Background: an optimization exercise with open tools, aiming at small area, a short achievable clock period and few clock cycles. Do not read the settings as production practice. In this exercise RTL edits were held to simulation tests only and were not proved equivalent to the original. Power figures rest on the tool's default switching activity, not on a simulated workload.

[design/flow/constraint.sdc]
create_clock -name core_clock -period 14.0 [get_ports {clk}]
set_input_delay 2.8000 -clock core_clock [delete_from_list [all_inputs] [get_ports {clk}]]
set_output_delay 2.8000 -clock core_clock [all_outputs]
set_load 0.01 [all_outputs]
[design/flow/design.v]
module tpm_match (
    input  wire         clk,
    input  wire         rst,
    input  wire         start,
    input  wire         bitsonly,       
    input  wire         lenient,
    input  wire [15:0]  pos_in,
    input  wire [15:0]  trn_len,
    input  wire [15:0]  byte_off_in,
    input  wire [15:0]  dst_len,
    input  wire [31:0]  d_hdr_mark,
    input  wire [31:0]  d_hdr_space,
    input  wire [31:0]  d_bit_mark,
    input  wire [31:0]  d_one_space,
    input  wire [31:0]  d_zero_space,
    input  wire [31:0]  d_ftr_mark,
    input  wire [31:0]  d_ftr_space,
    input  wire [31:0]  d_nbits,
    input  wire [31:0]  d_cfg,
    input  wire [31:0]  d_excess,
    output wire         trn_re,
    output wire [13:0]  trn_addr,
    input  wire [31:0]  trn_rdata,
    input  wire         dst_we,
    input  wire [4:0]   dst_waddr,
    input  wire [7:0]   dst_wdata,
    output wire [255:0] dst,
    output reg          busy,
    output reg          done,
    output reg          err,
    output reg          match,
    output reg          partial,
    output reg  [7:0]   errpos,
    output reg  [15:0]  used,
    output reg  [15:0]  bits,
    output reg  [15:0]  pos_out,
    output reg  [15:0]  byte_off_out
);
    localparam PH_HM = 3'd0;    
    localparam PH_HS = 3'd1;    
    localparam PH_BM = 3'd2;    
    localparam PH_BS = 3'd3;    
    localparam PH_FM = 3'd4;    
    localparam PH_FS = 3'd5;    
    wire start_ok = start && !busy;
    wire       hdr_en = !bitsonly && (d_hdr_mark != 32'd0);
    wire       fm_en  = !bitsonly && (d_ftr_mark != 32'd0);
    wire       fs_en  = !bitsonly && (d_ftr_space != 32'd0);
    wire       nb_nz  = (d_nbits[8:3] != 6'd0);    
    reg        ca_1, ca_10, ca_3, ca_5, ca_6, ca_7, ca_8, ca_9, ca_nbhi;
    reg  [5:0] ca_nb;
    reg  [15:0] trn_len_q, dst_len_q;
    reg  [3:0] chk_q;
    wire [5:0] room = dst_len_q[5:0] - byte_off_out[5:0];
    reg  [3:0] chk_b;
    always @(*) begin
        chk_b = 4'd0;
        if (ca_1)                                                  chk_b = 4'd1;
        else if (pos_out > trn_len_q || byte_off_out > dst_len_q)  chk_b = 4'd2;
        else if (ca_10)                                            chk_b = 4'd10;
        else if (ca_3)                                             chk_b = 4'd3;
        else if (ca_5)                                             chk_b = 4'd5;
        else if (ca_6)                                             chk_b = 4'd6;
        else if (ca_7)                                             chk_b = 4'd7;
        else if (ca_8)                                             chk_b = 4'd8;
        else if (ca_9)                                             chk_b = 4'd9;
        else if (ca_nbhi || ca_nb > room)                          chk_b = 4'd4;
    end
    reg         run;           
    reg         sw2;           
    reg  [13:0] s2addr;        
    reg         iss;           
    reg  [2:0]  iph;           
    reg  [8:0]  ibleft;        
    reg  [13:0] iaddr;
    reg  [2:0]  iph_nx;
    reg         i_last;
    always @(*) begin
        iph_nx = iph;
        i_last = 1'b0;
        if (sw2)
            i_last = (ibleft == 9'd1);
        else case (iph)
            PH_HM: iph_nx = PH_HS;
            PH_HS: begin
                if (nb_nz)      iph_nx = PH_BM;
                else if (fm_en) iph_nx = PH_FM;
                else if (fs_en) iph_nx = PH_FS;
                else            i_last = 1'b1;
            end
            PH_BM: iph_nx = PH_BS;
            PH_BS: begin
                if (ibleft != 9'd1) iph_nx = PH_BM;
                else if (fm_en)     iph_nx = PH_FM;
                else if (fs_en)     iph_nx = PH_FS;
                else                i_last = 1'b1;
            end
            PH_FM: begin
                if (fs_en) iph_nx = PH_FS;
                else       i_last = 1'b1;
            end
            default: i_last = 1'b1;
        endcase
    end
    wire [2:0] iph_first = hdr_en ? PH_HM : nb_nz ? PH_BM : fm_en ? PH_FM : PH_FS;
    assign trn_re   = iss;
    assign trn_addr = iaddr;
    reg        m_v, m_last;  reg [2:0] m_ph;
    reg        w_v, w_last;  reg [2:0] w_ph;
    reg        x_v, x_last;  reg [2:0] x_ph;  reg x_z0, x_z1;
    reg        f_v, f_last;  reg [2:0] f_ph;  reg f_z0, f_z1;
    reg [15:0] mrem;          
    reg  [31:0] e1;            
    reg  [7:0]  tol_q;
    reg  [31:0] x_q, z_q;
    reg  [32:0] zx_q;          
    reg  [31:0] e_m;
    reg  [32:0] ex_m;          
    reg  [32:0] ez_m;          
    reg         gt_m;          
    reg  [31:0] v_m;           
    reg  [35:0] tl_m, th_m;    
    reg  [39:0] t_w;           
    reg  [39:0] tz;            
    reg  [31:0] x_mp, x_mz;
    reg         x_inp, x_inz, x_cl, x_ge;
    reg         f_wp, f_wz, f_cl, f_ge;
    reg  [31:0] e_sel;
    always @(*) begin
        case (iph)
            PH_HM:   e_sel = d_hdr_mark;
            PH_HS:   e_sel = d_hdr_space;
            PH_BM:   e_sel = d_bit_mark;
            PH_BS:   e_sel = d_one_space;
            PH_FM:   e_sel = d_ftr_mark;
            default: e_sel = d_ftr_space;
        endcase
    end
    wire [32:0] dn_p = {1'b0, e_m} - {1'b0, v_m};
    wire [33:0] dp_p = {2'b0, v_m} - {1'b0, ex_m};
    wire [32:0] dn_z = {1'b0, z_q} - {1'b0, v_m};
    wire [33:0] dp_z = {2'b0, v_m} - {1'b0, zx_q};
    wire        np_p = e_m > v_m;
    wire        pp_p = {1'b0, v_m} > ex_m;
    wire        np_z = z_q > v_m;
    wire        pp_z = {1'b0, v_m} > zx_q;
    wire [31:0] w_mp = np_p ? dn_p[31:0] : dp_p[31:0];
    wire [31:0] w_mz = np_z ? dn_z[31:0] : dp_z[31:0];
    wire [34:0] dsum = {2'b0, ez_m} - {2'b0, v_m, 1'b0};
    wire        dsum_z = (dsum == 35'd0);
    wire        w_cl = gt_m ? (dsum[34] || dsum_z) : !dsum[34];
    wire [38:0] r_p = {1'b0, t_w[39:2]} - {7'd0, x_mp} * 6'd25;
    wire [38:0] r_z = {1'b0, tz[39:2]}  - {7'd0, x_mz} * 6'd25;
    wire        x_wp = x_inp || !r_p[38];
    wire        x_wz = x_inz || !r_z[38];
    reg  [255:0] dst_q;
    reg  [127:0] shadow;
    reg  [31:0]  touched;
    reg          lenient_q, msb_q, fatl_q;
    reg  [5:0]   wbyte;        
    assign dst = dst_q;
    wire [2:0] bpos = msb_q ? ~bits[2:0] : bits[2:0];
    reg fin, fin_match, fin_partial, bit_wr, cons1, cons2;
    always @(*) begin
        fin = 1'b0; fin_match = 1'b0; fin_partial = 1'b0;
        bit_wr = 1'b0; cons1 = 1'b0; cons2 = 1'b0;
        if (f_v && sw2) begin
            bit_wr = 1'b1;
            if (f_last) begin fin = 1'b1; fin_match = 1'b1; end
        end else if (f_v) begin
            case (f_ph)
                PH_HM, PH_HS: begin
                    if (f_z0 || !f_wp) fin = 1'b1;
                    else begin
                        cons1 = 1'b1;
                        if (f_last) begin fin = 1'b1; fin_match = 1'b1; end
                    end
                end
                PH_BM: begin
                    if (f_z1 || !f_wp) begin
                        fin = 1'b1;
                        fin_match = lenient_q && (bits[8:0] != 9'd0);
                        fin_partial = 1'b1;
                    end
                end
                PH_BS: begin
                    if (!(f_wp || f_wz)) begin
                        fin = 1'b1;
                        fin_match = lenient_q && (bits[8:0] != 9'd0);
                        fin_partial = 1'b1;
                    end else begin
                        bit_wr = 1'b1;
                        cons2 = 1'b1;
                        if (f_last) begin fin = 1'b1; fin_match = 1'b1; end
                    end
                end
                PH_FM: begin
                    if (f_z0 || !f_wp) begin
                        fin = 1'b1; fin_match = lenient_q; fin_partial = 1'b1;
                    end else begin
                        cons1 = 1'b1;
                        if (f_last) begin fin = 1'b1; fin_match = 1'b1; end
                    end
                end
                default: begin
                    fin = 1'b1;
                    if (f_z0) fin_match = 1'b1;
                    else if (f_wp || (fatl_q && f_ge)) begin
                        cons1 = 1'b1; fin_match = 1'b1;
                    end else begin
                        fin_match = lenient_q; fin_partial = 1'b1;
                    end
                end
            endcase
        end
    end
    wire bit_val = f_wp && (!f_wz || f_cl);
    wire chk_err = (chk_q != 4'd0);
    wire finish  = run && (chk_err ? f_v : fin);
    wire bit_we  = run && bit_wr && !chk_err;
    wire sh_we   = bit_we && (sw2 || bits[8:7] == 2'd0);    
    wire more    = bits[8] || (bits[7] && bits[6:0] != 7'd0);
    reg         st1, st2, st3;     
    reg         cm;                
    reg         cm_match;
    reg  [15:0] pcur;              
    wire [15:0] pcur_nx = pcur + {14'd0, cons2, cons1};
    integer i, j;
    always @(posedge clk) begin
        tol_q     <= d_cfg[7:0];
        msb_q     <= d_cfg[8];
        fatl_q    <= d_cfg[9];
        x_q       <= d_excess;
        z_q       <= d_zero_space;
        trn_len_q <= trn_len;
        dst_len_q <= dst_len;
        zx_q      <= {1'b0, z_q} + {1'b0, x_q};
        e1        <= busy ? e_sel : d_zero_space;
        e_m       <= e1;
        ex_m      <= {1'b0, e1} + {1'b0, x_q};
        ez_m      <= {1'b0, e1} + {1'b0, z_q};
        gt_m      <= e1 > z_q;
        v_m       <= trn_rdata;
        tl_m      <= e1 * tol_q[3:0];
        th_m      <= e1 * tol_q[7:4];
        t_w       <= {4'd0, tl_m} + {th_m, 4'd0};
        if (st3) tz <= t_w;
        x_mp      <= w_mp;
        x_mz      <= w_mz;
        x_inp     <= !(np_p || pp_p);
        x_inz     <= !(np_z || pp_z);
        x_cl      <= w_cl;
        x_ge      <= !np_p;                
        f_wp      <= x_wp;
        f_wz      <= x_wz;
        f_cl      <= x_cl;
        f_ge      <= x_ge;
        ca_1    <= (trn_len[15] || (trn_len[14] && trn_len[13:0] != 14'd0)) ||
                   (dst_len[15:6] != 10'd0 || (dst_len[5] && dst_len[4:0] != 5'd0));
        ca_10   <= (d_cfg[15:10] != 6'd0) || (d_cfg[31:24] != 8'd0);
        ca_3    <= (d_nbits[2:0] != 3'd0);
        ca_5    <= (d_nbits != 32'd0) && (d_bit_mark == 32'd0 || d_one_space == 32'd0 || d_zero_space == 32'd0);
        ca_6    <= (d_nbits != 32'd0) && (d_one_space == d_zero_space);
        ca_7    <= (d_hdr_mark == 32'd0) != (d_hdr_space == 32'd0);
        ca_8    <= (d_ftr_space != 32'd0) && (d_ftr_mark == 32'd0);
        ca_9    <= (bitsonly && d_nbits == 32'd0) ||
                   (d_hdr_mark == 32'd0 && d_nbits == 32'd0 && d_ftr_mark == 32'd0);
        ca_nbhi <= (d_nbits[31:9] != 23'd0);
        ca_nb   <= d_nbits[8:3];
        chk_q   <= chk_b;
        m_ph <= iph;   m_last <= i_last;
        w_ph <= m_ph;  w_last <= m_last;
        x_ph <= w_ph;  x_last <= w_last;  x_z0 <= (mrem == 16'd0);  x_z1 <= (mrem <= 16'd1);
        f_ph <= x_ph;  f_last <= x_last;  f_z0 <= x_z0;  f_z1 <= x_z1;
        m_v  <= iss && !finish;
        w_v  <= m_v && !finish;
        x_v  <= w_v && !finish;
        f_v  <= x_v && !finish;
        st1  <= start_ok;
        st2  <= st1;
        st3  <= st2;
        if (st2)      mrem <= trn_len_q - pos_out;
        else if (w_v) mrem <= mrem - 16'd1;
        if (!busy) begin
            iph       <= iph_first;
            ibleft    <= d_nbits[8:0];
            iaddr     <= pos_in[13:0];
        end
        if (run) begin
            if (iss) begin
                iaddr <= iaddr + (sw2 ? 14'd2 : 14'd1);
                iph   <= iph_nx;
                if (iph == PH_BS) ibleft <= ibleft - 9'd1;
                if (i_last) iss <= 1'b0;
            end
            used <= used + {14'd0, cons2, cons1};
            pcur <= pcur_nx;
            if (bit_we) begin
                bits <= bits + 16'd1;
                if (bits[2:0] == 3'd7) wbyte <= wbyte + 6'd1;
                if (!sw2 && bits[8:0] == 9'd128) s2addr <= pcur[13:0] + 14'd1;
            end
            if (sh_we) begin
                for (i = 0; i < 32; i = i + 1)
                    if (wbyte[4:0] == i) touched[i] <= 1'b1;
                for (i = 0; i < 16; i = i + 1)
                    if (wbyte[3:0] == i)
                        for (j = 0; j < 8; j = j + 1)
                            if (bits[2:0] == 3'd0 || bpos == j)
                                shadow[i*8 + j] <= (bpos == j) ? bit_val : 1'b0;
            end
            if (finish) begin
                run  <= 1'b0;
                iss  <= 1'b0;
                cm   <= 1'b1;
                m_v  <= 1'b0;
                w_v  <= 1'b0;
                x_v  <= 1'b0;
                f_v  <= 1'b0;
                cm_match <= !chk_err && fin_match;
                if (!sw2) begin
                    err      <= chk_err;
                    errpos   <= {4'd0, chk_q};
                    match    <= !chk_err && fin_match;
                    partial  <= !chk_err && fin_match && fin_partial;
                    if (chk_err || !fin_match) begin
                        used <= 16'd0;
                        bits <= 16'd0;
                    end else begin
                        pos_out <= pcur_nx;
                    end
                end
            end
        end
        if (cm) begin
            cm <= 1'b0;
            if (cm_match && !sw2 && more) begin
                run     <= 1'b1;
                iss     <= 1'b1;
                sw2     <= 1'b1;
                iph     <= PH_BS;
                iaddr   <= s2addr;
                ibleft  <= bits[8:0] - 9'd128;
                bits    <= 16'd128;
                wbyte   <= byte_off_out[5:0] + 6'd16;
                touched <= 32'd0;
            end else begin
                busy <= 1'b0;
                done <= 1'b1;
                sw2  <= 1'b0;
                if (cm_match)
                    byte_off_out <= {10'd0, wbyte + {5'd0, bits[2:0] != 3'd0}};
            end
        end
        if (rst) begin
            run   <= 1'b0;
            iss   <= 1'b0;
            sw2   <= 1'b0;
            cm    <= 1'b0;
            busy  <= 1'b0;
            done  <= 1'b0;
            m_v   <= 1'b0;
            w_v   <= 1'b0;
            x_v   <= 1'b0;
            f_v   <= 1'b0;
        end else if (start_ok) begin
            run   <= 1'b1;
            iss   <= 1'b1;
            busy  <= 1'b1;
            done  <= 1'b0;
        end
        if (rst)
            dst_q <= 256'd0;
        else if (cm) begin
            if (cm_match)
                for (i = 0; i < 32; i = i + 1)
                    if (touched[i]) dst_q[i*8 +: 8] <= shadow[(i%16)*8 +: 8];
        end else if (dst_we && !busy && !start) begin
            for (i = 0; i < 32; i = i + 1)
                if (dst_waddr == i) dst_q[i*8 +: 8] <= dst_wdata;
        end
        if (st1) begin
            lenient_q    <= lenient;
            used         <= 16'd0;
            bits         <= 16'd0;
            pcur         <= pos_in;
            pos_out      <= pos_in;
            byte_off_out <= byte_off_in;
            wbyte        <= byte_off_in[5:0];
            touched      <= 32'd0;
        end
    end
endmodule
[design/flow/run.sh]
#!/bin/bash
# synth_recipe.tcl (not shown) runs the flow's synth.tcl, then flattens the netlist and writes it again
# the make line also repeats each setting of config.mk as NAME=value (left out here)
make -C /OpenROAD-flow-scripts/flow DESIGN_CONFIG=/design/flow/config.mk WORK_HOME=/design/flow/orfs CLKGATE_MAP_FILE= SYNTH_SCRIPT=/design/flow/synth_recipe.tcl finish
[design/flow/config.mk]
export PLATFORM = sky130hd
export DESIGN_NAME = tpm_match
export DESIGN_NICKNAME = tpm_match
export VERILOG_FILES = /design/flow/design.v
export SDC_FILE = /design/flow/constraint.sdc
export NUM_CORES = 4
export LEC_CHECK = 0
export CAP_MARGIN = 20
export CORE_MARGIN = 2
export CORE_UTILIZATION = 35
export PLACE_DENSITY = 0.6
export SLEW_MARGIN = 20
==> impl_metrics.yaml, run 1 <==
power:
  combPwrFrac_pct: 52.5
  p_switching_uw: 7370
  ir_drop_uv: 143
  p_clk_share_pct: 21.8
  p_int_uw: 9810
  switching_share_pct: 42.9
  power_density_nw_per_um2: 197
  power.leakage_uw: 0.0378
  seqPwrFrac_pct: 25.7
setup_path:
  regToRegSetupSlack_ns: 8.48
  max_stage_delay_ns: 1.02
  r2r_cells: 15
  crit-reg2reg-capture: "tl_m[35]"
  slowest_stage: "dfxtp_1"
  worst-setup-path-type: "reg2reg"
  end_kind: "register"
  crit_chain: "nand2_1 -> fa_1 -> fa_1 -> inv_1 -> ha_1 -> a21o_1 -> a21oi_1 -> o21bai_1 -> a311oi_1 -> nand3_1 -> a311o_1 -> a32oi_1 -> o31ai_1 -> a21oi_1 -> xnor2_1"
  crit_fanout: 32
  worstReg2RegStart: "tol_q[2]"
  worst_setup_path_start_kind: "register"
  path_buf_inv: 1
  cp_top_family: "compound AO/OA/AOI/OAI gates"
  critPathArrivalTime_ns: 6.27
  critical_path_required_ns: 14.75
place:
  hpwlAfterDp_um: 234000
  place_ws_ns: 8.23
  port_buffers: 770
  place.gp.congestion: 0.995
clocking:
  cts_resized: 0
  clk_latency_ns: 0.84
  numCtsBuffers: 139
  root_buffer: "clkbuf_16"
  postCtsSetupRepairBufs: 0
  cts_tree: "yes"
  hold_buffers: 0
  cts_max_level: 4
  ctsLongestPathBuffers: 3
  cts.sinks: 1139
  clk_pin_slew_ns: 0.06
logic_synthesis:
  synth-seq-cells: 1139
  async_flop_share_pct: 0
  ys_top_cells_by_area: "dfxtp_1 25%, ha_1 12%, edfxtp_1 11%"
  netlist-cell-type-count: 96
  synth_cells: 8107
  synth_area_per_cell_sq_um: 8.80
  synth-edff-count: 253
  synth.top_cell.area_share_pct: 24.9
  synth.cell_area_sq_um: 71300
  synth_top_cell_by_area: "dfxtp_1"
  synthMuxAreaShare_pct: 1.51
  yosysSeqAreaShare_pct: 35.5
  yosys.area_share.simple_pct: 15.4
  synth_top_family_by_area: "adder cells"
  synth_compound_area_share_pct: 16.5
  ys.warnings.count: 1
  synth-xor-area-share_pct: 5.02
  yosys.area_share.adder_pct: 19.0
  synth-main-ff-cell: "dfxtp_1"
sta:
  clock_skew_ns: 0.0791
  setup_viol: 0
  post-route-period-util_pct: 39.4
  setup_tns_ns: 0
  finalHoldViolCount: 0
  rsz0062_at_grt: "no"
  worst_slew_pin_slew_ns: 1.23
  period_minus_slack_ns: 5.52
  max_slew_margin_pct: 17.2
  slew_viol_final: 0
  worst_slack_ns: 8.48
  fmaxAchievable_mhz: 181
detailed_routing:
  vias: 62183
  wl_um: 287000
  antenna_left: 0
  vias_per_cell: 5.32
  drc: 0
  routedWlPerCell_um: 24.6
  first_iter_violations: 5087
  firstDrtPassIters: 6
floorplan:
  die_area_sq_um: 207000
  dieHeight_um: 455
  row_count: 165
  start_util_pct: 35.2
  die_w_um: 455
  boundaryPins: 783
  core_sq_um: 202000
cells_and_area:
  drive_gt1_share_pct: 4.82
  fillerInstances: 19859
  fin_nets: 10193
  area_delta_synth_final_pct: 22.0
run_status:
  run_status: "timing/DRC/antenna clean"
worst_hold_path:
  hp-class: "reg2reg"
  hp-start: "m_last"
  min_to: "w_last"
  hold_depth: 0
grt:
  grt_pass1_vias: 60649
  grt_pass1_wl_um: 408000
  antenna_found_initial: 110
  overflow: 0
  grt_max_degree: 120
  grt.total_usage_pct: 26.8
run:
  maxCapViolCount: 0
## routing by layer
metal / global-route usage (%) / wire length (um) / up-vias
met5: 0 / 66 / -
met4: 19.4 / 22000 / 10
met3: 4.57 / 17900 / 630
met2: 43.7 / 133000 / 2305
met1: 31.9 / 115000 / 30028
li1: - / - / 29210
## cell type report
cell class	count	area (sq um)	share of cell area, %
repair buffers	838	8220	9.45
clock inverters	66	800	0.919
diodes	85	213	0.244
multi-input cells	5643	41100	47.2
clock buffers	190	3980	4.58
inverters	1065	4000	4.59
flip-flops and latches	1139	25400	29.1
well taps	2672	3340	3.84
## cell usage after synthesis (all sizes together), types with 78 or more instances
cell	number
inv	1064
nor3	108
fa	252
ha	680
o21ai	289
nand2	389
and2	220
nor2	992
xor2	166
edfxtp	253
a21o	171
clkbuf	229
xnor2	243
nor2b	80
dfxtp	886
nor4	106
a21oi	737
a211oi	208
nand4	78
nand3	137
## power groups by stage
stage / clock, uW / combinational [uW] / sequential [uW]
floorplan: 0 / 6610 / 4190
global placement: 0 / 8810 / 4470
detailed placement: 0 / 9010 / 4470
CTS: 3820 / 9090 / 4400
global route: 3950 / 10400 / 4460
finish: 3750 / 9020 / 4410
## metrics by stage
step / instances / cell area, sq um / power, uW / hold WS (ns) / util [%]
after floorplan: 8110 / 71300 / 10800 / 0.310 / -
after global placement: 11356 / 82000 / 13300 / 0.310 / 40.5
after detailed placement: 11356 / 82000 / 13500 / 0.314 / 40.5
after CTS: 11612 / 86800 / 17300 / 0.326 / 42.9
after global routing: 11688 / 87000 / 18900 / 0.332 / 43.0
final: 11698 / 87000 / 17200 / 0.324 / 43.0
## sequential cells by signal (all words and copies together), names as in the netlist, 33 cells and up
signal  cells
shadow    128
t_w        38
ez_m       33
tl_m       34
ex_m       33
th_m       36
tz         38
dst_q     256
zx_q       33
## cells by family after synthesis
logic type | Yosys count
muxes | 92
and+or+nand+nor | 2345
DFF | 1139
buffers and inverters | 1328
adders and majority gates | 932
AOI/OAI and AO/OA | 1861
other | 1
xor gates and xnor gates | 409
## cell usage in the layout, fill, tap and decap left out, types with 166 or more instances in the layout
cell type	instances
a21o_1	168
ha_1	680
clkdlybuf4s50_1	769
nor2_1	979
xnor2_1	243
fa_1	252
a21oi_1	732
and2_1	219
xor2_1	166
o21ai_0	269
dfxtp_1	876
inv_1	1063
edfxtp_1	253
nand2_1	388
a211oi_1	205
## worst reg2reg max path: stages, from the launching register on
cell and delay (ns):
dfxtp_1 1.02, nand2_1 0.18, fa_1 0.52, fa_1 0.54, inv_1 0.05, ha_1 0.26, a21o_1 0.19, a21oi_1 0.23
o21bai_1 0.17, a311oi_1 0.76, nand3_1 0.27, a311o_1 0.43, a32oi_1 0.37, o31ai_1 0.13, a21oi_1 0.19, xnor2_1 0.13
## worst max-delay path by stage
stage | startpoint | to | slack (ns) | depth (start not counted)
final | tol_q[2] | tl_m[35] | 8.48 | 15
after global routing | tol_q[2] | tl_m[35] | 8.16 | 15
after CTS | tol_q[1] | tl_m[35] | 8.34 | 15
after detailed placement | d_ftr_mark[5] | iss | 8.23 | 8
after global placement | d_ftr_mark[12] | iss | 8.22 | 8
after floorplan | start | dst_q[175] | 9.16 | 7
Testbench counts, summed over its fixed seeds: cycles 26,880.
==> run 2, diff against run 1 <==
--- a/design/flow/design.v
+++ b/design/flow/design.v
@@ -45,6 +45,8 @@
     wire start_ok = start && !busy;
-    wire       hdr_en = !bitsonly && (d_hdr_mark != 32'd0);
-    wire       fm_en  = !bitsonly && (d_ftr_mark != 32'd0);
-    wire       fs_en  = !bitsonly && (d_ftr_space != 32'd0);
-    wire       nb_nz  = (d_nbits[8:3] != 6'd0);    
+    reg  [3:0] nz_hm, nz_hs, nz_bm, nz_one, nz_zero, nz_fm, nz_fs, nz_nb, eq_oz;
+    reg        bitsonly_q;
+    wire       hdr_en = !bitsonly_q && (nz_hm != 4'd0);
+    wire       fm_en  = !bitsonly_q && (nz_fm != 4'd0);
+    wire       fs_en  = !bitsonly_q && (nz_fs != 4'd0);
+    reg        nb_nz;
     reg        ca_1, ca_10, ca_3, ca_5, ca_6, ca_7, ca_8, ca_9, ca_nbhi;
@@ -68,2 +70,3 @@
     end
+    reg         st1, st2, st3;     
     reg         run;           
@@ -75,2 +78,4 @@
     reg  [13:0] iaddr;
+    wire [2:0] iph_first = hdr_en ? PH_HM : nb_nz ? PH_BM : fm_en ? PH_FM : PH_FS;
+    wire [2:0] iph_c     = st1 ? iph_first : iph;    
     reg  [2:0]  iph_nx;
@@ -78,3 +83,3 @@
     always @(*) begin
-        iph_nx = iph;
+        iph_nx = iph_c;
         i_last = 1'b0;
@@ -82,3 +87,3 @@
             i_last = (ibleft == 9'd1);
-        else case (iph)
+        else case (iph_c)
             PH_HM: iph_nx = PH_HS;
@@ -104,3 +109,2 @@
     end
-    wire [2:0] iph_first = hdr_en ? PH_HM : nb_nz ? PH_BM : fm_en ? PH_FM : PH_FS;
     assign trn_re   = iss;
@@ -121,3 +125,3 @@
     reg  [31:0] v_m;           
-    reg  [35:0] tl_m, th_m;    
+    reg  [39:0] ts_m, tc_m;    
     reg  [39:0] t_w;           
@@ -129,3 +133,3 @@
     always @(*) begin
-        case (iph)
+        case (iph_c)
             PH_HM:   e_sel = d_hdr_mark;
@@ -138,2 +142,25 @@
     end
+    function [79:0] csa;    
+        input [39:0] a, b, c;
+        begin
+            csa[39:0]  = a ^ b ^ c;
+            csa[79:40] = {(a[38:0] & b[38:0]) | (a[38:0] & c[38:0]) | (b[38:0] & c[38:0]), 1'b0};
+        end
+    endfunction
+    wire [39:0] pp0 = tol_q[0] ? {8'd0, e1}       : 40'd0;
+    wire [39:0] pp1 = tol_q[1] ? {7'd0, e1, 1'd0} : 40'd0;
+    wire [39:0] pp2 = tol_q[2] ? {6'd0, e1, 2'd0} : 40'd0;
+    wire [39:0] pp3 = tol_q[3] ? {5'd0, e1, 3'd0} : 40'd0;
+    wire [39:0] pp4 = tol_q[4] ? {4'd0, e1, 4'd0} : 40'd0;
+    wire [39:0] pp5 = tol_q[5] ? {3'd0, e1, 5'd0} : 40'd0;
+    wire [39:0] pp6 = tol_q[6] ? {2'd0, e1, 6'd0} : 40'd0;
+    wire [39:0] pp7 = tol_q[7] ? {1'd0, e1, 7'd0} : 40'd0;
+    wire [79:0] l1a = csa(pp0, pp1, pp2);
+    wire [79:0] l1b = csa(pp3, pp4, pp5);
+    wire [79:0] l2a = csa(l1a[39:0], l1a[79:40], l1b[39:0]);
+    wire [79:0] l2b = csa(l1b[79:40], pp6, pp7);
+    wire [79:0] l3  = csa(l2a[39:0], l2a[79:40], l2b[39:0]);
+    wire [79:0] l4  = csa(l3[39:0], l3[79:40], l2b[79:40]);
+    wire [39:0] cs_s = l4[39:0];
+    wire [39:0] cs_c = l4[79:40];
     wire [32:0] dn_p = {1'b0, e_m} - {1'b0, v_m};
@@ -160,3 +187,15 @@
     reg  [5:0]   wbyte;        
-    assign dst = dst_q;
+    reg  [31:0]  dvalid;
+    genvar g;
+    generate
+        for (g = 0; g < 32; g = g + 1) begin : g_dst
+            assign dst[g*8 +: 8] = dst_q[g*8 +: 8] & {8{dvalid[g]}};
+        end
+    endgenerate
+    wire        hw_en = dst_we && !start && !busy;
+    wire [3:0]  hw_lo = {4{hw_en}} & (4'd1 << dst_waddr[1:0]);
+    wire [7:0]  hw_hi = 8'd1 << dst_waddr[4:2];
+    wire [31:0] hw_sel = {{4{hw_hi[7]}} & hw_lo, {4{hw_hi[6]}} & hw_lo, {4{hw_hi[5]}} & hw_lo,
+                          {4{hw_hi[4]}} & hw_lo, {4{hw_hi[3]}} & hw_lo, {4{hw_hi[2]}} & hw_lo,
+                          {4{hw_hi[1]}} & hw_lo, {4{hw_hi[0]}} & hw_lo};
     wire [2:0] bpos = msb_q ? ~bits[2:0] : bits[2:0];
@@ -222,3 +261,2 @@
     wire more    = bits[8] || (bits[7] && bits[6:0] != 7'd0);
-    reg         st1, st2, st3;     
     reg         cm;                
@@ -230,2 +268,15 @@
         tol_q     <= d_cfg[7:0];
+        nb_nz     <= (d_nbits[8:3] != 6'd0);    
+        bitsonly_q <= bitsonly;
+        for (i = 0; i < 4; i = i + 1) begin
+            nz_hm[i]   <= (d_hdr_mark[i*8 +: 8]   != 8'd0);
+            nz_hs[i]   <= (d_hdr_space[i*8 +: 8]  != 8'd0);
+            nz_bm[i]   <= (d_bit_mark[i*8 +: 8]   != 8'd0);
+            nz_one[i]  <= (d_one_space[i*8 +: 8]  != 8'd0);
+            nz_zero[i] <= (d_zero_space[i*8 +: 8] != 8'd0);
+            nz_fm[i]   <= (d_ftr_mark[i*8 +: 8]   != 8'd0);
+            nz_fs[i]   <= (d_ftr_space[i*8 +: 8]  != 8'd0);
+            nz_nb[i]   <= (d_nbits[i*8 +: 8]      != 8'd0);
+            eq_oz[i]   <= (d_one_space[i*8 +: 8]  == d_zero_space[i*8 +: 8]);
+        end
         msb_q     <= d_cfg[8];
@@ -243,5 +294,5 @@
         v_m       <= trn_rdata;
-        tl_m      <= e1 * tol_q[3:0];
-        th_m      <= e1 * tol_q[7:4];
-        t_w       <= {4'd0, tl_m} + {th_m, 4'd0};
+        ts_m      <= cs_s;
+        tc_m      <= cs_c;
+        t_w       <= ts_m + tc_m;
         if (st3) tz <= t_w;
@@ -257,12 +308,12 @@
         f_ge      <= x_ge;
-        ca_1    <= (trn_len[15] || (trn_len[14] && trn_len[13:0] != 14'd0)) ||
-                   (dst_len[15:6] != 10'd0 || (dst_len[5] && dst_len[4:0] != 5'd0));
+        ca_1    <= (trn_len_q[15] || (trn_len_q[14] && trn_len_q[13:0] != 14'd0)) ||
+                   (dst_len_q[15:6] != 10'd0 || (dst_len_q[5] && dst_len_q[4:0] != 5'd0));
         ca_10   <= (d_cfg[15:10] != 6'd0) || (d_cfg[31:24] != 8'd0);
         ca_3    <= (d_nbits[2:0] != 3'd0);
-        ca_5    <= (d_nbits != 32'd0) && (d_bit_mark == 32'd0 || d_one_space == 32'd0 || d_zero_space == 32'd0);
-        ca_6    <= (d_nbits != 32'd0) && (d_one_space == d_zero_space);
-        ca_7    <= (d_hdr_mark == 32'd0) != (d_hdr_space == 32'd0);
-        ca_8    <= (d_ftr_space != 32'd0) && (d_ftr_mark == 32'd0);
-        ca_9    <= (bitsonly && d_nbits == 32'd0) ||
-                   (d_hdr_mark == 32'd0 && d_nbits == 32'd0 && d_ftr_mark == 32'd0);
+        ca_5    <= (nz_nb != 4'd0) && (nz_bm == 4'd0 || nz_one == 4'd0 || nz_zero == 4'd0);
+        ca_6    <= (nz_nb != 4'd0) && (eq_oz == 4'hf);
+        ca_7    <= (nz_hm == 4'd0) != (nz_hs == 4'd0);
+        ca_8    <= (nz_fs != 4'd0) && (nz_fm == 4'd0);
+        ca_9    <= (bitsonly_q && nz_nb == 4'd0) ||
+                   (nz_hm == 4'd0 && nz_nb == 4'd0 && nz_fm == 4'd0);
         ca_nbhi <= (d_nbits[31:9] != 23'd0);
@@ -270,3 +321,3 @@
         chk_q   <= chk_b;
-        m_ph <= iph;   m_last <= i_last;
+        m_ph <= iph_c; m_last <= i_last;
         w_ph <= m_ph;  w_last <= m_last;
@@ -284,3 +335,2 @@
         if (!busy) begin
-            iph       <= iph_first;
             ibleft    <= d_nbits[8:0];
@@ -292,3 +342,3 @@
                 iph   <= iph_nx;
-                if (iph == PH_BS) ibleft <= ibleft - 9'd1;
+                if (iph_c == PH_BS) ibleft <= ibleft - 9'd1;
                 if (i_last) iss <= 1'b0;
@@ -371,12 +421,18 @@
         end
-        if (rst)
-            dst_q <= 256'd0;
-        else if (cm) begin
+        if (cm) begin
             if (cm_match)
                 for (i = 0; i < 32; i = i + 1)
-                    if (touched[i]) dst_q[i*8 +: 8] <= shadow[(i%16)*8 +: 8];
-        end else if (dst_we && !busy && !start) begin
+                    if (touched[i]) begin
+                        dst_q[i*8 +: 8] <= shadow[(i%16)*8 +: 8];
+                        dvalid[i] <= 1'b1;
+                    end
+        end else begin
             for (i = 0; i < 32; i = i + 1)
-                if (dst_waddr == i) dst_q[i*8 +: 8] <= dst_wdata;
+                if (hw_sel[i]) begin
+                    dst_q[i*8 +: 8] <= dst_wdata;
+                    dvalid[i] <= 1'b1;
+                end
         end
+        if (rst)
+            dvalid <= 32'd0;
         if (st1) begin
--- a/design/flow/config.mk
+++ b/design/flow/config.mk
@@ -9,4 +9,4 @@
 export CORE_MARGIN = 2
-export CORE_UTILIZATION = 35
-export PLACE_DENSITY = 0.6
+export CORE_UTILIZATION = 70
+export PLACE_DENSITY = 0.85
 export SLEW_MARGIN = 20
==> impl_metrics.yaml, run 2 <==
run_status:
  run_status: "timing/DRC/antenna clean"
detailed_routing:
  drc: 0
  antenna_left: 0
  vias: 66712
  m1WireLength_um: 89700
  maxUsedRoutingLayer: "met5"
  first_iter_violations: 11395
  wl_um: 291000
  vias_per_cell: 6.81
  dr_wl_met3_um: 44000
  firstDrtPassIters: 12
  routedWlPerCell_um: 29.7
  wl_met2_um: 125000
place:
  port_buffers: 770
  place.gp.congestion: 1.05
  placed_cell_area_sq_um: 81300
  hpwlAfterDp_um: 200000
  place_ws_ns: 8.59
setup_path:
  end_kind: "primary output"
  critPathArrivalTime_ns: 2.76
  worst-setup-path-type: "reg2out"
  crit_fanout: 9
  critical_path_required_ns: 11.20
  worst_setup_path_start_kind: "register"
sta:
  finalHoldViolCount: 0
  worst_slack_ns: 8.44
  max_slew_margin_pct: 12.2
  rsz0062_at_grt: "no"
  fmaxAchievable_mhz: 180
  setup_tns_ns: 0
  slew_viol_final: 0
  clock_skew_ns: 0.0725
  post-route-period-util_pct: 39.7
  worst_slew_pin_slew_ns: 1.30
  period_minus_slack_ns: 5.56
  setup_viol: 0
grt:
  antenna_found_initial: 76
  grt_pass1_vias: 67617
  grt_max_degree: 99
  overflow: 0
  grt.total_usage_pct: 53.6
  grt_pass1_wl_um: 421000
logic_synthesis:
  ys.warnings.count: 1
  synth_area_per_cell_sq_um: 9.59
  synth-edff-count: 509
  synth_most_common_cell: "inv_1"
  synth-main-ff-cell: "dfxtp_1"
  ys_top_cells_by_area: "edfxtp_1 21%, dfxtp_1 19%, ha_1 11%"
  synth.cell_area_sq_um: 72400
  synth-seq-cells: 1211
  yosys-top-cells-count: "1,019 x inv_1, 733 x nand2_1, 702 x dfxtp_1, 617 x ha_1, 557 x nor2_1"
  synth_cells: 7548
  async_flop_share_pct: 0
  netlist-cell-type-count: 105
  yosysSeqAreaShare_pct: 40.5
  synth.top_cell.area_share_pct: 21.1
  synth_top_cell_by_area: "edfxtp_1"
cells_and_area:
  reg_top3: "dst_q (256), shadow (128)"
  postLayoutCellArea_sq_um: 85600
  largest_reg_flops: 256
  drive_gt1_share_pct: 4.25
  area_delta_synth_final_pct: 18.3
  postLayoutCoreUtil_pct: 83.8
  most-common-layout-cells: "1,019 x inv_1, 769 x clkdlybuf4s50_1, 732 x nand2_1"
  final_common_cell: "inv_1"
  top_register: "dst_q"
  fin_nets: 9637
power:
  power_density_nw_per_um2: 229
  switching_share_pct: 46.6
  combPwrFrac_pct: 58.2
  p_switching_uw: 9130
  seqPwrFrac_pct: 24.5
  ir_drop_uv: 409
  power.leakage_uw: 0.0376
  p_clk_share_pct: 17.3
  p_int_uw: 10500
clocking:
  cts_max_level: 3
  clk_pin_slew_ns: 0.07
  cts_tree: "yes"
  cts_resized: 0
  ctsLongestPathBuffers: 3
  numCtsBuffers: 119
  postCtsSetupRepairBufs: 0
  root_buffer: "clkbuf_16"
  clk_latency_ns: 0.78
  cts.sinks: 1211
  hold_buffers: 0
run:
  maxCapViolCount: 0
floorplan:
  dieHeight_um: 326
  die_area_sq_um: 106000
  die_w_um: 326
  start_util_pct: 70.8
  row_count: 117
  boundaryPins: 783
  core_sq_um: 102000
worst_hold_path:
  hp-class: "reg2reg"
run 2: changes by cell type in the layout (fill, tap and decap cells not counted), moves of 165 or more:
| cell | delta |
|---|---|
| a211oi_1 | -165 |
| nor2_1 | -428 |
| a21oi_1 | -361 |
| nand2_1 | +344 |
| edfxtp_1 | +256 |
| dfxtp_1 | -181 |
| and2_1 | +266 |
run 2: cell families (layout without fill, tap and decap cells):
kind of cell	Yosys count	after routing	share of synthesized area [%]
AOI/OAI and AO/OA	1292	1292	11.8
xor gates and xnor gates	324	324	3.92
muxes	86	86	1.23
other	1	54	0.00518
buffers and inverters	1229	2055	6.44
DFF	1211	1211	40.5
adders and majority gates	931	931	19.4
and+or+nand+nor	2474	2474	16.7
run 2: power by group through the flow:
stage	clock [uW]	sequential [uW]	combinational, uW
after floorplan	0	4570	6710
after global placement	0	4760	8680
after detailed placement	0	4790	9880
after CTS	3330	4740	10800
after global routing	3470	4800	12000
final	3390	4800	11400
run 2: per-layer routing:
layer	GRT usage (%)	vias to the layer above
met1	59.1	30775
li1	-	27027
met4	45.2	22
met3	21.6	2179
met5	0.355	-
met2	80.9	6709
run 2: final cells by class:
| cell class | instances | area [sq um] |
|---|---|---|
| multi-input cells | 5111 | 38500 |
| flip-flops and latches | 1211 | 29300 |
| fillers | 4906 | 16500 |
| repair buffers | 806 | 8020 |
| inverters | 1022 | 3840 |
| clock buffers | 173 | 3570 |
| well taps | 1368 | 1710 |
| clock inverters | 54 | 533 |
| diodes | 50 | 125 |
run 2: metrics by stage:
stage | hold slack, ns | total power (uW) | instances
floorplan | 0.310 | 11300 | 7551
global placement | 0.312 | 13400 | 9514
detailed placement | 0.312 | 14700 | 9514
CTS | 0.322 | 18800 | 9741
global route | 0.327 | 20300 | 9782
finish | 0.317 | 19600 | 9795
run 2: worst paths after layout:
| path | start | slack [ns] | end | depth (start not counted) |
|---|---|---|---|---|
| max | dvalid[12] | 8.44 | dst[97] | 2 |
| min | m_last | 0.32 | w_last | 0 |
| max reg2reg | x_mp[3] | 9.11 | f_wp | 17 |
| min reg2reg | m_last | 0.32 | w_last | 0 |
run 2: critical path, cell delays in order (launching register included):
cell and delay, ns:
dfxtp_1 0.52, and2_1 0.76, clkdlybuf4s50_1 0.69
Testbench counts of run 2, summed over its fixed seeds: cycles 26,880.
==> run 3, diff against run 2 <==
--- a/design/flow/design.v
+++ b/design/flow/design.v
@@ -187,9 +187,4 @@
     reg  [5:0]   wbyte;        
-    reg  [31:0]  dvalid;
-    genvar g;
-    generate
-        for (g = 0; g < 32; g = g + 1) begin : g_dst
-            assign dst[g*8 +: 8] = dst_q[g*8 +: 8] & {8{dvalid[g]}};
-        end
-    endgenerate
+    reg  [8:0]   nb;           
+    assign dst = dst_q;
     wire        hw_en = dst_we && !start && !busy;
@@ -200,3 +195,3 @@
                           {4{hw_hi[1]}} & hw_lo, {4{hw_hi[0]}} & hw_lo};
-    wire [2:0] bpos = msb_q ? ~bits[2:0] : bits[2:0];
+    wire [2:0] bpos = msb_q ? ~nb[2:0] : nb[2:0];
     reg fin, fin_match, fin_partial, bit_wr, cons1, cons2;
@@ -220,3 +215,3 @@
                         fin = 1'b1;
-                        fin_match = lenient_q && (bits[8:0] != 9'd0);
+                        fin_match = lenient_q && (nb[8:0] != 9'd0);
                         fin_partial = 1'b1;
@@ -227,3 +222,3 @@
                         fin = 1'b1;
-                        fin_match = lenient_q && (bits[8:0] != 9'd0);
+                        fin_match = lenient_q && (nb[8:0] != 9'd0);
                         fin_partial = 1'b1;
@@ -259,4 +254,4 @@
     wire bit_we  = run && bit_wr && !chk_err;
-    wire sh_we   = bit_we && (sw2 || bits[8:7] == 2'd0);    
-    wire more    = bits[8] || (bits[7] && bits[6:0] != 7'd0);
+    wire sh_we   = bit_we && (sw2 || nb[8:7] == 2'd0);    
+    wire more    = nb[8] || (nb[7] && nb[6:0] != 7'd0);
     reg         cm;                
@@ -348,5 +343,5 @@
             if (bit_we) begin
-                bits <= bits + 16'd1;
-                if (bits[2:0] == 3'd7) wbyte <= wbyte + 6'd1;
-                if (!sw2 && bits[8:0] == 9'd128) s2addr <= pcur[13:0] + 14'd1;
+                nb <= nb + 9'd1;
+                if (nb[2:0] == 3'd7) wbyte <= wbyte + 6'd1;
+                if (!sw2 && nb[8:0] == 9'd128) s2addr <= pcur[13:0] + 14'd1;
             end
@@ -358,3 +353,3 @@
                         for (j = 0; j < 8; j = j + 1)
-                            if (bits[2:0] == 3'd0 || bpos == j)
+                            if (nb[2:0] == 3'd0 || bpos == j)
                                 shadow[i*8 + j] <= (bpos == j) ? bit_val : 1'b0;
@@ -377,3 +372,2 @@
                         used <= 16'd0;
-                        bits <= 16'd0;
                     end else begin
@@ -392,4 +386,4 @@
                 iaddr   <= s2addr;
-                ibleft  <= bits[8:0] - 9'd128;
-                bits    <= 16'd128;
+                ibleft  <= nb[8:0] - 9'd128;
+                nb    <= 9'd128;
                 wbyte   <= byte_off_out[5:0] + 6'd16;
@@ -400,4 +394,5 @@
                 sw2  <= 1'b0;
+                bits <= cm_match ? {7'd0, nb} : 16'd0;
                 if (cm_match)
-                    byte_off_out <= {10'd0, wbyte + {5'd0, bits[2:0] != 3'd0}};
+                    byte_off_out <= {10'd0, wbyte + {5'd0, nb[2:0] != 3'd0}};
             end
@@ -421,18 +416,12 @@
         end
-        if (cm) begin
+        if (rst)
+            dst_q <= 256'd0;
+        else if (cm) begin
             if (cm_match)
                 for (i = 0; i < 32; i = i + 1)
-                    if (touched[i]) begin
-                        dst_q[i*8 +: 8] <= shadow[(i%16)*8 +: 8];
-                        dvalid[i] <= 1'b1;
-                    end
+                    if (touched[i]) dst_q[i*8 +: 8] <= shadow[(i%16)*8 +: 8];
         end else begin
             for (i = 0; i < 32; i = i + 1)
-                if (hw_sel[i]) begin
-                    dst_q[i*8 +: 8] <= dst_wdata;
-                    dvalid[i] <= 1'b1;
-                end
+                if (hw_sel[i]) dst_q[i*8 +: 8] <= dst_wdata;
         end
-        if (rst)
-            dvalid <= 32'd0;
         if (st1) begin
@@ -440,3 +429,3 @@
             used         <= 16'd0;
-            bits         <= 16'd0;
+            nb           <= 9'd0;
             pcur         <= pos_in;
==> design/flow/flow/run.sh (new file) <==
#!/bin/bash
# The standard layout (the standard.sh, ORFS from synthesis to finish) with
# one change: the buffers ORFS puts on every input and output port are
# sky130_fd_sc_hd__buf_4 instead of its default pick, a delay buffer, so the
# port paths see less buffer delay.  Everything else is as standard.sh does it.
set -euo pipefail
export BUFFER_PORTS_ARGS="-buffer_cell sky130_fd_sc_hd__buf_4"
bash standard.sh > standard_sh.log 2>&1
==> design/flow/standard.sh (new file) <==
#!/bin/bash
# synth_recipe.tcl (not shown) runs the flow's synth.tcl, then flattens the netlist and writes it again
# the make line also repeats each setting of config.mk as NAME=value (left out here)
make -C /OpenROAD-flow-scripts/flow DESIGN_CONFIG=/design/flow/config.mk WORK_HOME=/design/flow/orfs CLKGATE_MAP_FILE= SYNTH_SCRIPT=/design/flow/synth_recipe.tcl "${@:-finish}"
removed: design/flow/run.sh
==> impl_metrics.yaml, run 3 <==
run_status:
  run_status: "timing/DRC/antenna clean"
clocking:
  cts_resized: 0
  cts.sinks: 1181
  clk_latency_ns: 0.74
  ctsLongestPathBuffers: 3
  clk_pin_slew_ns: 0.06
  cts_tree: "yes"
  hold_buffers: 0
  postCtsSetupRepairBufs: 0
  cts_max_level: 3
  numCtsBuffers: 119
  root_buffer: "clkbuf_16"
logic_synthesis:
  synth-main-ff-cell: "dfxtp_1"
  synth.cell_area_sq_um: 69400
  synth.top_cell.area_share_pct: 26.5
  netlist-cell-type-count: 94
  synth_area_per_cell_sq_um: 9.11
  ys.warnings.count: 1
  yosys-top-cells-count: "1,033 x inv_1, 919 x dfxtp_1, 881 x nor2_1, 646 x a21oi_1, 616 x ha_1"
  synth_top_cell_by_area: "dfxtp_1"
  synth_most_common_cell: "inv_1"
  synth_cells: 7620
  async_flop_share_pct: 0
  ys_top_cells_by_area: "dfxtp_1 27%, edfxtp_1 11%, ha_1 11%"
  yosysSeqAreaShare_pct: 37.8
  synth-seq-cells: 1181
  synth-edff-count: 262
power:
  ir_drop_uv: 232
  power.leakage_uw: 0.0373
  power_density_nw_per_um2: 216
run:
  maxCapViolCount: 0
grt:
  grt_pass1_vias: 61031
  grt_max_degree: 119
  grt_pass1_wl_um: 357000
  antenna_found_initial: 52
  overflow: 0
  grt.total_usage_pct: 46.3
cells_and_area:
  reg_top3: "dst_q (256), shadow (128)"
  largest_reg_flops: 256
  most-common-layout-cells: "1,033 x inv_1, 911 x dfxtp_1, 873 x nor2_1"
  area_delta_synth_final_pct: 16.2
  final_common_cell: "inv_1"
  fin_cells: 9751
  fin_nets: 9681
  drive_gt1_share_pct: 13.0
  top_register: "dst_q"
worst_hold_path:
  hp-class: "reg2reg"
sta:
  post-route-period-util_pct: 34.0
  period_minus_slack_ns: 4.76
  setup_tns_ns: 0
  fmaxAchievable_mhz: 210
  clock_skew_ns: 0.0331
  rsz0062_at_grt: "no"
  finalHoldViolCount: 0
  setup_viol: 0
  max_slew_margin_pct: 15.1
  slew_viol_final: 0
  worst_slew_pin_slew_ns: 1.27
detailed_routing:
  wl_um: 241000
  drc: 0
  first_iter_violations: 8925
  firstDrtPassIters: 7
  routedWlPerCell_um: 24.7
  antenna_left: 0
  vias: 61706
  vias_per_cell: 6.33
place:
  hpwlAfterDp_um: 181000
  place.gp.congestion: 1.07
  placed_cells: 9476
  port_buffers: 763
setup_path:
  crit_fanout: 118
  end_kind: "register"
  worst-setup-path-type: "in2reg"
  critPathArrivalTime_ns: 5.40
  worst_setup_path_start_kind: "input port"
  critical_path_required_ns: 14.64
floorplan:
  die_w_um: 319
  core_sq_um: 98300
  boundaryPins: 783
  start_util_pct: 70.6
  die_area_sq_um: 102000
  row_count: 115
  dieHeight_um: 319
[run 3: changes by cell type after synthesis, moves of 20 or more]
cell	change
dfxtp_1	+217
o21ai_0	+56
a21o_1	-24
nand2_1	-358
nor2_1	+324
nand3_1	-40
and2_1	-244
clkbuf_1	+57
xnor2_1	+32
a21oi_1	+271
a211oi_1	+128
xor2_1	-20
edfxtp_1	-247
[run 3: area by class of cell]
| cell class | instances | area, sq um |
|---|---|---|
| Multi-Input combinational cell | 5156 | 38400 |
| Sequential cell | 1181 | 26300 |
| Fill cell | 5847 | 17600 |
| Timing Repair Buffer | 823 | 6190 |
| Inverter | 1035 | 3880 |
| Clock buffer | 170 | 3440 |
| Tap cell | 1287 | 1610 |
| Clock inverter | 57 | 771 |
| Antenna cell | 42 | 105 |
[run 3: logic make-up (layout without fill, tap and decap cells)]
| family | Yosys count | count (layout) | synth area share [%] |
|---|---|---|---|
| compound gates | 1707 | 1707 | 15.5 |
| xor+xnor | 336 | 336 | 4.24 |
| fa+ha+maj | 930 | 930 | 20.2 |
| buf+inv | 1293 | 2085 | 7.10 |
| flops | 1181 | 1181 | 37.8 |
| mux | 50 | 50 | 0.734 |
| other cells | 1 | 53 | 0.00540 |
| simple gates | 2122 | 2122 | 14.4 |
[run 3: stage by stage]
step	worst slack (ns)	power (uW)	util (%)	cell area, sq um	hold slack [ns]
6_report	9.24	17400	82.1	80700	0.319
5_1_grt	9.21	18600	82.1	80600	0.319
4_1_cts	9.17	17100	81.9	80500	0.320
3_5_place_dp	8.43	13300	77.6	76300	0.312
3_3_place_gp	8.45	12700	77.6	76200	0.312
2_1_floorplan	9.58	10700	-	69400	0.310
[run 3: final timing paths]
path	cells after the start	endpoint	slack, ns	from
min reg2reg	0	x_ph[2]	0.32	w_ph[2]
min	0	x_ph[2]	0.32	w_ph[2]
max reg2reg	13	x_cl	9.38	v_m[0]
max	5	f_v	9.24	rst
[run 3: worst max-delay path, cell delays in order]
cell	delay, ns
buf_6	0.43
buf_6	0.79
buf_4	0.77
nor2_1	0.20
and2_1	0.22
[run 3: per-layer routing]
metal  wire (um)  global-route usage [%]  share of wire, %
met5          16                       0            0.0066
met4       22600                    36.1               9.4
met3       29200                    10.2                12
met2      104000                    70.9                43
met1       85000                    57.1                35
[run 3: report_power, final]
part	total, uW	switching [uW]	leakage [uW]	internal, uW
combinational	9510	5700	0.0252	3810
sequential	4530	469	0.0101	4060
clock	3390	1410	0.00205	1980
total	17400	7590	0.0373	9840
Testbench counts of run 3, summed over its fixed seeds: cycles 26,880.
==> run 4, diff against run 3 <==
--- a/design/flow/design.v
+++ b/design/flow/design.v
@@ -45,3 +45,5 @@
     wire start_ok = start && !busy;
-    reg  [3:0] nz_hm, nz_hs, nz_bm, nz_one, nz_zero, nz_fm, nz_fs, nz_nb, eq_oz;
+    reg  [3:0] nz_hm, nz_hs, nz_bm, nz_one, nz_zero, nz_fm, nz_fs, nz_nb, eq_oz, gt_oz;
+    wire       one_gt = gt_oz[3] || (eq_oz[3] && (gt_oz[2] || (eq_oz[2] &&
+                        (gt_oz[1] || (eq_oz[1] && gt_oz[0])))));
     reg        bitsonly_q;
@@ -73,3 +75,2 @@
     reg         sw2;           
-    reg  [13:0] s2addr;        
     reg         iss;           
@@ -123,3 +124,2 @@
     reg  [32:0] ez_m;          
-    reg         gt_m;          
     reg  [31:0] v_m;           
@@ -169,15 +169,28 @@
     wire [33:0] dp_z = {2'b0, v_m} - {1'b0, zx_q};
-    wire        np_p = e_m > v_m;
-    wire        pp_p = {1'b0, v_m} > ex_m;
-    wire        np_z = z_q > v_m;
-    wire        pp_z = {1'b0, v_m} > zx_q;
-    wire [31:0] w_mp = np_p ? dn_p[31:0] : dp_p[31:0];
-    wire [31:0] w_mz = np_z ? dn_z[31:0] : dp_z[31:0];
+    wire        le_p = !dn_p[32];
+    wire        le_z = !dn_z[32];
+    wire [31:0] w_mp = le_p ? dn_p[31:0] : dp_p[31:0];
+    wire [31:0] w_mz = le_z ? dn_z[31:0] : dp_z[31:0];
     wire [34:0] dsum = {2'b0, ez_m} - {2'b0, v_m, 1'b0};
     wire        dsum_z = (dsum == 35'd0);
-    wire        w_cl = gt_m ? (dsum[34] || dsum_z) : !dsum[34];
-    wire [38:0] r_p = {1'b0, t_w[39:2]} - {7'd0, x_mp} * 6'd25;
-    wire [38:0] r_z = {1'b0, tz[39:2]}  - {7'd0, x_mz} * 6'd25;
-    wire        x_wp = x_inp || !r_p[38];
-    wire        x_wz = x_inz || !r_z[38];
+    wire        w_cl = one_gt ? (dsum[34] || dsum_z) : !dsum[34];
+    function le25;
+        input [31:0] m;
+        input [37:0] tq;
+        reg   [40:0] a, b, c, d, s1, c1, s2, c2, r;
+        begin
+            a  = {3'd0, tq};
+            b  = ~{5'd0, m, 4'd0};
+            c  = ~{6'd0, m, 3'd0};
+            d  = ~{9'd0, m};
+            s1 = a ^ b ^ c;
+            c1 = {(a[39:0] & b[39:0]) | (a[39:0] & c[39:0]) | (b[39:0] & c[39:0]), 1'b0};
+            s2 = s1 ^ c1 ^ d;
+            c2 = {(s1[39:0] & c1[39:0]) | (s1[39:0] & d[39:0]) | (c1[39:0] & d[39:0]), 1'b0};
+            r  = s2 + c2 + 41'd3;
+            le25 = !r[40];
+        end
+    endfunction
+    wire        x_wp = x_inp || le25(x_mp, t_w[39:2]);
+    wire        x_wz = x_inz || le25(x_mz, tz[39:2]);
     reg  [255:0] dst_q;
@@ -258,4 +271,2 @@
     reg         cm_match;
-    reg  [15:0] pcur;              
-    wire [15:0] pcur_nx = pcur + {14'd0, cons2, cons1};
     integer i, j;
@@ -275,2 +286,3 @@
             eq_oz[i]   <= (d_one_space[i*8 +: 8]  == d_zero_space[i*8 +: 8]);
+            gt_oz[i]   <= (d_one_space[i*8 +: 8]  >  d_zero_space[i*8 +: 8]);
         end
@@ -287,3 +299,2 @@
         ez_m      <= {1'b0, e1} + {1'b0, z_q};
-        gt_m      <= e1 > z_q;
         v_m       <= trn_rdata;
@@ -295,6 +306,6 @@
         x_mz      <= w_mz;
-        x_inp     <= !(np_p || pp_p);
-        x_inz     <= !(np_z || pp_z);
+        x_inp     <= !le_p && dp_p[33];
+        x_inz     <= !le_z && dp_z[33];
         x_cl      <= w_cl;
-        x_ge      <= !np_p;                
+        x_ge      <= dn_p[32] || (dn_p == 33'd0);    
         f_wp      <= x_wp;
@@ -341,3 +352,2 @@
             used <= used + {14'd0, cons2, cons1};
-            pcur <= pcur_nx;
             if (bit_we) begin
@@ -345,3 +355,2 @@
                 if (nb[2:0] == 3'd7) wbyte <= wbyte + 6'd1;
-                if (!sw2 && nb[8:0] == 9'd128) s2addr <= pcur[13:0] + 14'd1;
             end
@@ -370,7 +379,4 @@
                     partial  <= !chk_err && fin_match && fin_partial;
-                    if (chk_err || !fin_match) begin
+                    if (chk_err || !fin_match)
                         used <= 16'd0;
-                    end else begin
-                        pos_out <= pcur_nx;
-                    end
                 end
@@ -380,2 +386,3 @@
             cm <= 1'b0;
+            if (!sw2) pos_out <= pos_out + used;    
             if (cm_match && !sw2 && more) begin
@@ -385,3 +392,3 @@
                 iph     <= PH_BS;
-                iaddr   <= s2addr;
+                iaddr   <= pos_in[13:0] + (hdr_en ? 14'd259 : 14'd257);
                 ibleft  <= nb[8:0] - 9'd128;
@@ -430,3 +437,2 @@
             nb           <= 9'd0;
-            pcur         <= pos_in;
             pos_out      <= pos_in;
--- a/design/flow/config.mk
+++ b/design/flow/config.mk
@@ -9,4 +9,5 @@
 export CORE_MARGIN = 2
-export CORE_UTILIZATION = 70
-export PLACE_DENSITY = 0.85
+export CORE_UTILIZATION = 60
+export CTS_BUF_LIST = sky130_fd_sc_hd__clkbuf_8
+export PLACE_DENSITY = 0.75
 export SLEW_MARGIN = 20
==> impl_metrics.yaml, run 4 <==
run_status:
  run_status: "timing/DRC/antenna clean"
power:
  p_clk_share_pct: 20.8
  combPwrFrac_pct: 51.6
  p_switching_uw: 6460
  power_density_nw_per_um2: 199
  p_int_uw: 9210
  switching_share_pct: 41.2
  power.leakage_uw: 0.0355
  ir_drop_uv: 138
  seqPwrFrac_pct: 27.6
  power_uw: 15700
floorplan:
  die_area_sq_um: 115000
  die_w_um: 339
  start_util_pct: 60.6
  dieHeight_um: 339
  row_count: 122
  core_sq_um: 111000
  boundaryPins: 783
clocking:
  root_buffer: "clkbuf_8"
  cts_max_level: 4
  numCtsBuffers: 188
  clk_latency_ns: 0.95
  cts.sinks: 1154
  cts_tree: "yes"
  clk_pin_slew_ns: 0.06
  cts_resized: 0
  postCtsSetupRepairBufs: 0
  ctsLongestPathBuffers: 3
  hold_buffers: 0
setup_path:
  regToRegSetupSlack_ns: 9.57
  cp_top_family: "buffers and inverters"
  worst-setup-path-type: "reg2out"
  critical_path_required_ns: 11.20
  crit_chain: "buf_4 -> buf_4"
  end_kind: "primary output"
  path_buf_inv: 2
  r2r_cells: 13
  worstReg2RegStart: "v_m[1]"
  critPathArrivalTime_ns: 2.15
  worst_setup_path_start_kind: "register"
  crit-reg2reg-capture: "x_cl"
  crit_top_cell: "buf_4"
  crit_fanout: 82
  slowest_stage: "buf_4"
  max_stage_delay_ns: 0.63
detailed_routing:
  drc: 0
  first_iter_violations: 5645
  wl_um: 223000
  antenna_left: 0
  firstDrtPassIters: 8
  routedWlPerCell_um: 22.9
  vias_per_cell: 5.97
  vias: 57894
cells_and_area:
  final_common_cell: "dfxtp_1"
  reg_top3: "dst_q (256), shadow (128)"
  drive_gt1_share_pct: 14.9
  most-common-layout-cells: "913 x dfxtp_1, 903 x nor2_1, 823 x buf_4"
  fillerInstances: 8695
  area_delta_synth_final_pct: 17.2
  fin_nets: 9349
  top_register: "dst_q"
  largest_reg_flops: 256
logic_synthesis:
  synth-edff-count: 232
  synth_most_common_cell: "dfxtp_1"
  synth-main-ff-cell: "dfxtp_1"
  synth_top_cell_by_area: "dfxtp_1"
  yosys-top-cells-count: "922 x dfxtp_1, 912 x nor2_1, 642 x a21oi_1, 637 x inv_1, 583 x ha_1"
  netlist-cell-type-count: 105
  async_flop_share_pct: 0
  synth.top_cell.area_share_pct: 27.5
  yosysSeqAreaShare_pct: 37.9
  ys_top_cells_by_area: "dfxtp_1 27%, ha_1 11%, edfxtp_1 10%"
  synth-seq-cells: 1154
  synth_area_per_cell_sq_um: 9.26
  synth.cell_area_sq_um: 67200
  ys.warnings.count: 1
  synth_cells: 7252
sta:
  post-route-period-util_pct: 35.4
  clock_skew_ns: 0.0686
  setup_tns_ns: 0
  slew_viol_final: 0
  finalHoldViolCount: 0
  worst_slew_pin_slew_ns: 1.24
  period_minus_slack_ns: 4.95
  fmaxAchievable_mhz: 202
  max_slew_margin_pct: 16.9
  worst_slack_ns: 9.05
  rsz0062_at_grt: "no"
  setup_viol: 0
grt:
  grt_pass1_wl_um: 331000
  grt.total_usage_pct: 37.9
  grt_max_degree: 101
  antenna_found_initial: 53
  grt_pass1_vias: 56127
  overflow: 0
place:
  hpwlAfterDp_um: 176000
  place.gp.congestion: 1.04
  port_buffers: 763
  place_ws_ns: 8.96
worst_hold_path:
  hold_depth: 0
  min_to: "f_last"
  hp-start: "x_last"
  hp-class: "reg2reg"
run:
  maxCapViolCount: 0
run 4: final cells by class:
cell class                      instances  area (sq um)  share of cell area (%)
Sequential cell                      1154         25400                    32.3
Timing Repair Buffer                  827          6220                    7.91
Tap cell                             1488          1860                    2.37
Antenna cell                           47           118                   0.149
Inverter                              639          2400                    3.05
Clock inverter                        115          1060                    1.35
Clock buffer                          229          3150                    4.00
Multi-Input combinational cell       5206         38500                    48.9
run 4: routing by layer:
metal | wire, um | GRT usage (%) | vias to the layer above | part of all wire, %
met5 | 61 | 0 | - | 0.027
met4 | 13400 | 21.9 | 8 | 6.0
met3 | 22600 | 8.26 | 534 | 10
met2 | 97000 | 57.7 | 2958 | 44
li1 | - | - | 26806 | -
met1 | 89400 | 50.0 | 27588 | 40
run 4: worst register-to-register path, stage by stage, from the launching register on:
cell and delay (ns):
dfxtp_1 0.61, inv_1 0.32, ha_1 0.36, nand2b_1 0.10, a21oi_1 0.14, o21ai_0 0.30
nand2_1 0.20, o31ai_1 0.81, mux2i_1 0.27, a31oi_1 0.10, a311o_1 0.35, nor4_1 0.48
o2111ai_1 0.21, nand3_1 0.12
run 4: stage by stage:
stage | std cells | area, sq um | hold WS [ns] | util [%]
2_1_floorplan | 7262 | 67200 | 0.310 | -
3_3_place_gp | 9310 | 74300 | 0.311 | 67.1
3_5_place_dp | 9313 | 74300 | 0.312 | 67.1
4_1_cts | 9657 | 78600 | 0.305 | 70.9
5_1_grt | 9698 | 78700 | 0.307 | 71.0
6_report | 9705 | 78700 | 0.306 | 71.0
run 4: worst max path at each step:
stage | startpoint | to | slack, ns | cells past startpoint
floorplan | start | dst_q[102] | 9.45 | 7
global placement | start | dst_q[75] | 9.06 | 8
detailed placement | start | dst_q[43] | 8.96 | 8
CTS | busy | busy | 8.97 | 2
global route | busy | busy | 8.95 | 2
finish | busy | busy | 9.05 | 2
run 4: power groups by stage:
| stage | Sequential, uW | Clock [uW] | Combinational (uW) |
|---|---|---|---|
| floorplan | 4220 | 0 | 5600 |
| finish | 4320 | 3260 | 8080 |
| global route | 4370 | 3430 | 9130 |
| global placement | 4370 | 0 | 7480 |
| CTS | 4310 | 3290 | 7980 |
| detailed placement | 4380 | 0 | 7830 |
run 4: logic make-up after synthesis:
| group | synth area share (%) |
|---|---|
| simple gates | 15.6 |
| compound gates | 16.7 |
| buf+inv | 5.14 |
| flops | 37.9 |
| fa+ha+maj | 20.2 |
| other cells | 0.00558 |
| xor+xnor | 3.63 |
| mux | 0.915 |
Testbench counts of run 4, summed over its fixed seeds: cycles 26,880.

static timing again, ports no longer ideal:
In the flow no input, the clock included, has a driving cell. The finished layouts below were timed again as built, in two steps.
Step 1, drivers: a clkbuf_16 drives clk and a buf_2 each remaining input, both assumed.
Step 2 moves the port delays by t, midway between the first and last clock arrival at a register: inputs arrive t later, outputs are due t later. That takes back most of the time a late clock gives input paths.
a / b / c = no drivers / after step 1 / after step 2; a / b = the first two.
run	shift t [ns]	setup slack, ns	worst register clock-pin slew, ns
run 1	0.879	8.482 / 8.482 / 8.277	0.07 / 0.07
run 2	0.840	8.440 / 8.351 / 7.740	0.08 / 0.08
run 3	0.813	9.238 / 9.281 / 8.468	0.07 / 0.07
run 4	0.990	9.048 / 8.970 / 8.796	0.07 / 0.07
After both steps every run listed still meets setup and hold. The setup slack of run 3, which loses most, moves by +0.043 ns with the drivers and by -0.770 ns with both steps.
